Source: an optimization exercise on an open RTL-to-GDS flow (aim: small area). Production flows keep margins and buffers that such runs may drop. At most, simulation tests tie the RTL to the original design; equivalence was not proved. The clock port is modelled as an ideal driver, which makes a skipped or thinned clock tree look cheaper than it is; a real chip needs a root buffer or a tree. Power is estimated from default activity; no workload was simulated.

==> module caa_csum_add, before the edit <==
module caa_csum_add (
    input  wire [7:0]  pa,
    input  wire [7:0]  pb,
    input  wire [7:0]  pc,
    input  wire [7:0]  hi,
    output wire [15:0] s
);
    wire [7:0] cs_s = pa ^ pb ^ pc;
    wire [7:0] cs_c = (pa & pb) | (pc & (pa ^ pb));
    wire [8:0] c;
    assign c[0] = 1'b0;
    assign s[0] = cs_s[0];
    assign c[1] = 1'b0;
    genvar i;
    generate
        for (i = 1; i < 8; i = i + 1) begin : g_lo
            assign s[i]   = cs_s[i] ^ cs_c[i-1] ^ c[i];
            assign c[i+1] = (cs_s[i] & cs_c[i-1]) | (c[i] & (cs_s[i] ^ cs_c[i-1]));
        end
    endgenerate
    wire [7:4] gp = cs_s[7:4] ^ cs_c[6:3];
    wire [7:4] gg = cs_s[7:4] & cs_c[6:3];
    wire g47 = gg[7] | (gp[7] & gg[6]) | (gp[7] & gp[6] & gg[5]) |
               (gp[7] & gp[6] & gp[5] & gg[4]);
    wire c8 = g47 | (&gp & c[4]);
    wire [8:0] hc;
    wire [7:0] h1;
    assign hc[0] = cs_c[7];
    wire [7:0] ones;
    assign ones[0] = 1'b1;
    generate
        for (i = 0; i < 8; i = i + 1) begin : g_hi
            assign h1[i]   = hi[i] ^ hc[i];
            assign hc[i+1] = hi[i] & hc[i];
            if (i > 0) begin : g_ones
                assign ones[i] = ones[i-1] & h1[i-1];
            end
            assign s[8+i] = h1[i] ^ (ones[i] & c8);
        end
    endgenerate
endmodule
export LEC_CHECK = 0
export CAP_MARGIN = 20
export CORE_MARGIN = 2
export CORE_UTILIZATION = 40
export SLEW_MARGIN = 20
export SYNTH_HIERARCHICAL = 1
create_clock -name core_clock -period 5.0 [get_ports {clk}]
standard.sh (not shown) runs the stock make flow with config.mk's settings and CLKGATE_MAP_FILE= SYNTH_SCRIPT=/design/flow/synth_recipe.tcl, a recipe that flattens the netlist after the stock synthesis.
==> flow/flow/run.sh <==
#!/bin/bash
# The standard ORFS layout (standard.sh) with two changes: small port
# buffers (buf_1) and, in place of TritonCTS, the two-level clock tree of
# flow/cts_pre.tcl. ORFS writes each tool's log under orfs/logs; make's own
# output goes to standard.log.
set -e
bash standard.sh BUFFER_PORTS_ARGS="-buffer_cell sky130_fd_sc_hd__buf_1" \
  PRE_CTS_TCL="$PWD/flow/cts_pre.tcl" CTS_CLK_NET=clk CTS_K=4 \
  CTS_LEAF_BUF=sky130_fd_sc_hd__clkbuf_16 CTS_ROOT_BUF="sky130_fd_sc_hd__clkbuf_8" \
  POST_GLOBAL_ROUTE_TCL="$PWD/flow/grt_post.tcl" finish > standard.log 2>&1
Other scripts of this flow, unchanged in this note and not shown: flow/flow/cts_pre.tcl, flow/flow/grt_post.tcl
==> next run, changes <==
--- a/flow/design.v
+++ b/flow/design.v
@@ -246,13 +246,8 @@
             assign s[i]   = cs_s[i] ^ cs_c[i-1] ^ c[i];
             assign c[i+1] = (cs_s[i] & cs_c[i-1]) | (c[i] & (cs_s[i] ^ cs_c[i-1]));
         end
     endgenerate
-    wire [7:4] gp = cs_s[7:4] ^ cs_c[6:3];
-    wire [7:4] gg = cs_s[7:4] & cs_c[6:3];
-    wire g47 = gg[7] | (gp[7] & gg[6]) | (gp[7] & gp[6] & gg[5]) |
-               (gp[7] & gp[6] & gp[5] & gg[4]);
-    wire c8 = g47 | (&gp & c[4]);
     wire [8:0] hc;
     wire [7:0] h1;
     assign hc[0] = cs_c[7];
     wire [7:0] ones;
@@ -263,9 +258,9 @@
             assign hc[i+1] = hi[i] & hc[i];
             if (i > 0) begin : g_ones
                 assign ones[i] = ones[i-1] & h1[i-1];
             end
-            assign s[8+i] = h1[i] ^ (ones[i] & c8);
+            assign s[8+i] = h1[i] ^ (ones[i] & c[8]);
         end
     endgenerate
 endmodule
 module caa_or3sel #(
After rerunning:
- power hardly moves
- flip-flop and latch count stays the same
- via count is lower by 1.5%
- worst hold slack improved by 0.0038 ns
- die area falls by 1.2%
- wire length goes down by about 1.7%
- sequential share of layout area grows by 0.38 points
- utilization falls by 0.13 points
The RTL of the first run of this note was laid out without a check of its function. In every run of this note, the design's own scripts or RTL, not TritonCTS, make the clock network.

-- afterwards: timing with drivers on the ports --
The results above use ideal ports. As a check the final layouts listed here were re-extracted and re-timed, cells and wires unchanged. Step 1, drivers: a clkbuf_16 drives clk and a buf_2 each remaining input, both assumed. Step 2 adds t to the input delays and takes it off the output delays; t is the mean of the earliest and latest rising clock arrival at the registers after step 1. Input paths then give back, and output paths get back, about the clock's delay inside the block. Three values: ideal, step 1, step 2; two values: the first two.
run	t (ns)	setup WS [ns]	worst setup path after step 2	pins driven straight from the clock port
the first run	0.427	0.273 / 0.273 / -0.088	input to register	1
the second run	0.435	0.179 / 0.195 / -0.240	input to register	1
Met with ideal ports but missed after step 2: setup timing in the first run and the second run. For the second run, which loses most, drivers alone change the setup slack by +0.016 ns; drivers and shift together by -0.419 ns.
